Context: an optimization exercise on an open-source flow, tuned for small area and a short achievable clock period. The choices shown serve that exercise and are no tape-out recipe. Function was checked by simulation only, so behaviour that the tests miss may differ from the original. No activity file was given, so power comes from the tool's default toggle rates.

<file path="flow/run.sh">
#!/bin/bash
# synth_recipe.tcl (not shown) runs the flow's synth.tcl, then flattens the netlist and writes it again
# the make line also repeats each setting of config.mk as NAME=value (left out here)
make -C /OpenROAD-flow-scripts/flow DESIGN_CONFIG=/design/flow/config.mk WORK_HOME=/design/flow/orfs CLKGATE_MAP_FILE= SYNTH_SCRIPT=/design/flow/synth_recipe.tcl finish
</file>
<file path="flow/constraint.sdc">
create_clock -name core_clock -period 5.0 [get_ports {clk}]
set_input_delay 1.0000 -clock core_clock [delete_from_list [all_inputs] [get_ports {clk}]]
set_output_delay 1.0000 -clock core_clock [all_outputs]
set_load 0.01 [all_outputs]
</file>
<file path="flow/config.mk">
export PLATFORM = sky130hd
export DESIGN_NAME = tap_core
export DESIGN_NICKNAME = tap_core
export VERILOG_FILES = /design/flow/design.v
export SDC_FILE = /design/flow/constraint.sdc
export NUM_CORES = 4
export LEC_CHECK = 0
export CAP_MARGIN = 20
export CORE_MARGIN = 2
export CORE_UTILIZATION = 40
export SLEW_MARGIN = 20
</file>
<file path="flow/design.v">
module tap_fsm (
    input  wire [3:0] state,
    input  wire       c,
    output reg  [3:0] next
);
    localparam TLR    = 4'd0,  RTI    = 4'd1,  SEL_DR = 4'd2,  CAP_DR = 4'd3,
               SH_DR  = 4'd4,  EX1_DR = 4'd5,  PAU_DR = 4'd6,  EX2_DR = 4'd7,
               UPD_DR = 4'd8,  SEL_IR = 4'd9,  CAP_IR = 4'd10, SH_IR  = 4'd11,
               EX1_IR = 4'd12, PAU_IR = 4'd13, EX2_IR = 4'd14, UPD_IR = 4'd15;
    always @(*) begin
        case (state)
            TLR:    next = c ? TLR    : RTI;
            RTI:    next = c ? SEL_DR : RTI;
            SEL_DR: next = c ? SEL_IR : CAP_DR;
            CAP_DR: next = c ? EX1_DR : SH_DR;
            SH_DR:  next = c ? EX1_DR : SH_DR;
            EX1_DR: next = c ? UPD_DR : PAU_DR;
            PAU_DR: next = c ? EX2_DR : PAU_DR;
            EX2_DR: next = c ? UPD_DR : SH_DR;
            UPD_DR: next = c ? SEL_DR : RTI;
            SEL_IR: next = c ? TLR    : CAP_IR;
            CAP_IR: next = c ? EX1_IR : SH_IR;
            SH_IR:  next = c ? EX1_IR : SH_IR;
            EX1_IR: next = c ? UPD_IR : PAU_IR;
            PAU_IR: next = c ? EX2_IR : PAU_IR;
            EX2_IR: next = c ? UPD_IR : SH_IR;
            UPD_IR: next = c ? SEL_DR : RTI;
            default: next = RTI;
        endcase
    end
endmodule
module ir_decode #(
    parameter W = 128
) (
    input  wire [W-1:0] value,
    output reg  [3:0]   code
);
    always @(*) begin
        case (value)
            'h83:    code = 4'd0;    
            'h84:    code = 4'd1;    
            'h85:    code = 4'd2;    
            'h41:    code = 4'd3;    
            'h43:    code = 4'd4;    
            'hFF:    code = 4'd5;    
            'h13:    code = 4'd6;    
            'h14:    code = 4'd7;    
            'h15:    code = 4'd8;    
            'h44:    code = 4'd9;    
            'h46:    code = 4'd10;   
            'h22:    code = 4'd11;   
            'h24:    code = 4'd12;   
            'h61:    code = 4'd13;   
            default: code = 4'd14;   
        endcase
    end
endmodule
module shift_field #(
    parameter W          = 128,
    parameter LW         = 8,
    parameter TT_PREPEND = 0
) (
    input  wire         clk,
    input  wire         rst,
    input  wire         clear,
    input  wire         shift,
    input  wire         t,
    input  wire         h,
    output reg  [W-1:0] tt,
    output reg  [W-1:0] th,
    output reg  [LW-1:0] len
);
    wire [W-1:0] t_at_len = {{(W-1){1'b0}}, t} << len;
    wire [W-1:0] h_at_len = {{(W-1){1'b0}}, h} << len;
    always @(posedge clk) begin
        if (rst) begin
            tt  <= {W{1'b0}};
            th  <= {W{1'b0}};
            len <= {LW{1'b0}};
        end else if (clear) begin
            tt  <= {W{1'b0}};
            th  <= {W{1'b0}};
            len <= {LW{1'b0}};
        end else if (shift) begin
            if (TT_PREPEND) begin
                tt <= tt | t_at_len;
                th <= {th[W-2:0], h};
            end else begin
                tt <= {tt[W-2:0], t};
                th <= th | h_at_len;
            end
            len <= len + 1'b1;
        end
    end
endmodule
module tap_core (
    input  wire         clk,
    input  wire         rst,
    input  wire         frame,
    input  wire         c,
    input  wire         t,
    input  wire         h,
    output wire         ev_valid,
    output wire         ev_kind,
    output wire [127:0] ev_to_target,
    output wire [127:0] ev_to_host,
    output wire [3:0]   ev_instr,
    output wire [1:0]   fault
);
    localparam BUF_MAX = 128;
    localparam LW      = 8;        
    localparam RTI    = 4'd1,  CAP_DR = 4'd3,  SH_DR  = 4'd4,  UPD_DR = 4'd8,
               CAP_IR = 4'd10, SH_IR  = 4'd11, UPD_IR = 4'd15;
    localparam F_NONE = 2'd0, F_CAPACITY = 2'd2;
    reg  [3:0] tap;
    reg  [1:0] fault_q;
    wire [3:0] tap_next;
    wire [BUF_MAX-1:0] dr_tt, dr_th, ir_tt, ir_th;
    wire [LW-1:0]      dr_len, ir_len;
    wire step = frame && (fault_q == F_NONE);
    wire dr_full = (dr_len == BUF_MAX);
    wire ir_full = (ir_len == BUF_MAX);
    wire overflow = step && ((tap == SH_DR && dr_full) || (tap == SH_IR && ir_full));
    wire commit = step && !overflow;
    tap_fsm u_fsm (
        .state (tap),
        .c     (c),
        .next  (tap_next)
    );
    always @(posedge clk) begin
        if (rst) begin
            tap     <= RTI;
            fault_q <= F_NONE;
        end else if (overflow) begin
            fault_q <= F_CAPACITY;
        end else if (commit) begin
            tap     <= tap_next;
        end
    end
    shift_field #(.W(BUF_MAX), .LW(LW), .TT_PREPEND(0)) u_dr (
        .clk   (clk),
        .rst   (rst),
        .clear (commit && tap == CAP_DR),
        .shift (commit && tap == SH_DR),
        .t     (t),
        .h     (h),
        .tt    (dr_tt),
        .th    (dr_th),
        .len   (dr_len)
    );
    shift_field #(.W(BUF_MAX), .LW(LW), .TT_PREPEND(1)) u_ir (
        .clk   (clk),
        .rst   (rst),
        .clear (commit && tap == CAP_IR),
        .shift (commit && tap == SH_IR),
        .t     (t),
        .h     (h),
        .tt    (ir_tt),
        .th    (ir_th),
        .len   (ir_len)
    );
    wire [3:0] ir_code;
    ir_decode #(.W(BUF_MAX)) u_dec (
        .value (ir_tt),
        .code  (ir_code)
    );
    assign ev_valid     = step && (tap == UPD_DR || tap == UPD_IR);
    assign ev_kind      = (tap == UPD_IR);
    assign ev_to_target = ev_kind ? ir_tt : dr_tt;
    assign ev_to_host   = ev_kind ? ir_th : dr_th;
    assign ev_instr     = ev_kind ? ir_code : 4'd0;
    assign fault        = fault_q;
endmodule
</file>
==> results.sh <==
export IMPL_syn_num_nets=3125
export IMPL_num_antenna_cells=0
export IMPL_clkLatencyLatePin_ns=0.64
export IMPL_critical_path_max_fanout=193
export IMPL_drt_initial_drc_count=2086
export IMPL_synthFlopType="dfxtp_1"
export IMPL_fin_crit_sh_pct=94.33
export IMPL_layout_common_cells="nand2_1, dfxtp_1, a21oi_1"
export IMPL_ctsLongestPathBuffers=3
export IMPL_grt_overflow=0
export IMPL_routedWlPerCell_microns=17.66
export IMPL_grt_pass1_wl_microns=109000
export IMPL_setup_tns_ns=0
export IMPL_wirelength_microns=70890
export IMPL_nets=3282
export IMPL_die_h_microns=237.6
export IMPL_crit_slowest_cell="buf_4"
export IMPL_antenna_found_initial=0
export IMPL_fmax_mhz=212.0
export IMPL_p_leak_nw=10.35
export IMPL_cpMostUsedCell="nand2_1"
export IMPL_grtUsageTotal_pct=24.26
export IMPL_power_frac_clock_pct=51.2
export IMPL_seq_area_frac_synth_pct=48.89
export IMPL_start_kind="flip-flop"
export IMPL_place_congestion=0.8274
export IMPL_synthArstFlopShare_pct=0
export IMPL_synthesis_area_sq_um=21830
export IMPL_via_per_inst=5.232
export IMPL_final_util_pct=50.13
export IMPL_multi_input_area_sq_um=10190
export IMPL_ys_ff_latch=533
export IMPL_post_cts_buffers=0
export IMPL_synth_edf_count=0
export IMPL_cts_made_buffers=56
export IMPL_cp_slowest_stage_delay_ns=0.65
export IMPL_cts_tree="yes"
export IMPL_yosys_warnings=5
export IMPL_final_seq_area_sq_um=10670
export IMPL_netlist_instances=3115
export IMPL_slew_headroom_pct=15.25
export IMPL_drive_above_1_share_pct=4.913
export IMPL_switching_share_pct=21.42
export IMPL_pwr_share_comb_pct=1.6
export IMPL_path_clk_slew_ns=0.06
export IMPL_cts_hold_buf=0
export IMPL_p_int_mw=7.078
export IMPL_ios=270
export IMPL_die_area_sq_um=56450
export IMPL_power_per_cell_area_nw_per_um2=333.2
export IMPL_io_buffers=268
export IMPL_ir_drop_v=0.0002436
export IMPL_fillCellCount=5306
export IMPL_rows=85
export IMPL_setup_viol=0
export IMPL_synth_distinct_cells=51
export IMPL_end_kind="output port"
export IMPL_dp_hpwl_microns=47350
export IMPL_vias=21000
export IMPL_cts_resized=0
export IMPL_crit_path_cell_trace="inv_1 > nor2_2 > nand3_4 > buf_16 > buf_4 > nand2_1 > nand2_1 > clkdlybuf4s50_1"
export IMPL_tightestPinTransition_ns=1.262
export IMPL_grt_setup_unrepaired="no"
export IMPL_cts_htree_levels=2
export IMPL_root_buffer="clkbuf_16"
export IMPL_drt_pass1_iterations=6
export IMPL_fin_crit_ns=4.716
export IMPL_initial_core_util_pct=40.48
export IMPL_cp_arrival_ns=3.72
export IMPL_outcome="finished clean"
export IMPL_path_class="flip-flop to output port"
export IMPL_die_w_microns=237.6
export IMPL_final_common_cell="nand2_1"
export IMPL_finalHoldViolations=0
export IMPL_final_setup_skew_ns=0.02835
export IMPL_drc=0
export IMPL_required_ns=4.00
export IMPL_slew_viol_final=0
export IMPL_p_sw_mw=1.929
export IMPL_first_global_vias=19300
export IMPL_seq_power_share_pct=47.2
export IMPL_cap_viol_max_count=0
export IMPL_ant_nets=0
export IMPL_clock_sinks=533
export IMPL_fp_coreArea_sq_um=53920
export IMPL_syn2layout_area_growth_pct=23.84
export IMPL_grt_max_degree=194
export IMPL_hold_class="flip-flop to flip-flop"
export IMPL_synth_avg_cell_area_sq_um=7.007
==> power by group through the flow <==
stage / registers, mW / logic (mW) / clock network [mW]
after floorplan: 4.34 / 0.105 / 0
after global placement: 4.35 / 0.139 / 0
after detailed placement: 4.35 / 0.142 / 0
after CTS: 4.25 / 0.142 / 4.71
after global routing: 4.25 / 0.155 / 4.86
final: 4.25 / 0.143 / 4.61
==> stage by stage <==
step	hold slack (ns)	area (sq um)	setup slack, ns	cells	power, mW
2_1_floorplan	0.4264	21830	2.131	3115	4.449
3_3_place_gp	0.4400	24930	0.9701	3910	4.487
3_5_place_dp	0.4447	24940	0.8095	3910	4.490
4_1_cts	0.4534	27020	0.1190	4014	9.101
5_1_grt	0.4746	27030	0.07091	4014	9.264
6_report	0.4529	27030	0.2837	4014	9.007
==> final timing paths <==
check	startpoint	end	slack, ns	depth (start not counted)
worst max-delay path	tap[3]	ev_to_host[59]	0.28	8
worst min-delay path	u_dr.th[82]	u_dr.th[82]	0.45	2
worst max register to register	tap[3]	u_ir.th[88]	1.67	7
worst min register to register	u_dr.th[82]	u_dr.th[82]	0.45	2
==> critical path: cells and delay by family, from the launching register on <==
family / cells / cell delay, ns
buf+inv: 4 / 2.02
flops: 1 / 0.47
simple gates: 4 / 0.52
==> per-layer routing <==
metal | up-vias | wire length [microns] | global-route usage [%]
li1 | 10330 | - | -
met3 | 125 | 4532 | 3.542
met5 | - | 0 | 0
met2 | 762 | 33700 | 41.04
met4 | 0 | 2281 | 8.691
met1 | 9784 | 30370 | 31.52
==> cells in the mapped netlist (all sizes together), types with 2 or more instances <==
cell / instances / area, sq um
nand2: 1300 / 4880
dfxtp: 533 / 10670
a21oi: 522 / 2613
nor2: 323 / 1212
buf: 109 / 581.8
clkbuf: 105 / 394.1
nor4: 40 / 286.5
nor3: 29 / 145.1
nand3: 22 / 110.1
inv: 13 / 48.79
nand2b: 12 / 75.07
o21ai: 12 / 60.06
nand4: 11 / 68.82
xor2: 9 / 78.83
and3: 8 / 50.05
xnor2: 7 / 61.31
nand3b: 6 / 45.04
or4: 5 / 37.54
ha: 4 / 50.05
nor3b: 4 / 30.03
o211ai: 4 / 30.03
nor2b: 3 / 18.77
o22ai: 3 / 18.77
or2: 3 / 18.77
a221oi: 2 / 17.52
a22oi: 2 / 15.01
a31o: 2 / 17.52
and2: 2 / 12.51
and4: 2 / 17.52
mux2: 2 / 22.52
o32ai: 2 / 17.52
==> final cells by class <==
| class | count | share of cell area (%) |
|---|---|---|
| sequential | 533 | 39.48 |
| multi-input combinational | 2355 | 37.70 |
| clock inverter | 24 | 1.504 |
| tap | 696 | 3.222 |
| inverter | 13 | 0.1990 |
| timing repair buffer | 313 | 11.71 |
| clock buffer | 80 | 6.184 |
==> flip-flops by register name (all words and copies together) (netlist names) <==
register,count
u_ir.tt,128
u_dr.len,8
u_dr.tt,128
tap,4
u_ir.len,8
u_dr.th,128
u_ir.th,128
fault_q,1
==> logic make-up after synthesis <==
family,share of synthesized area (%)
AND/OR/NAND/NOR,32.41
AO/OA/AOI/OAI,13.02
flip-flops,48.89
buffers and inverters,4.695
XOR/XNOR,0.6420
adder cells (fa/ha/maj),0.2293
multiplexers,0.1032
other,0.01718

-- afterwards: timing with drivers on the ports --
No port has a modelled driver above. Below, the same layout with a new extraction and two added sets of constraints.
Step 1 assumes that a clkbuf_16 drives the clock port and a buf_2 every other input.
Step 2 moves the port delays by t, midway between the first and last clock arrival at a register: inputs arrive t later, outputs are due t later. That takes back most of the time a late clock gives input paths.
Slacks: ideal / step 1 / step 2; pairs: ideal / step 1.
t (ns): 0.680
slack for setup (ns): 0.284 / 0.225 / 0.905
hold slack, ns: 0.453 / 0.453 / 0.453
worst register clock-pin slew, ns: 0.06 / 0.06
After both steps this run still meets setup and hold. The setup slack of this run moves by -0.059 ns with the drivers and by +0.621 ns with both steps.
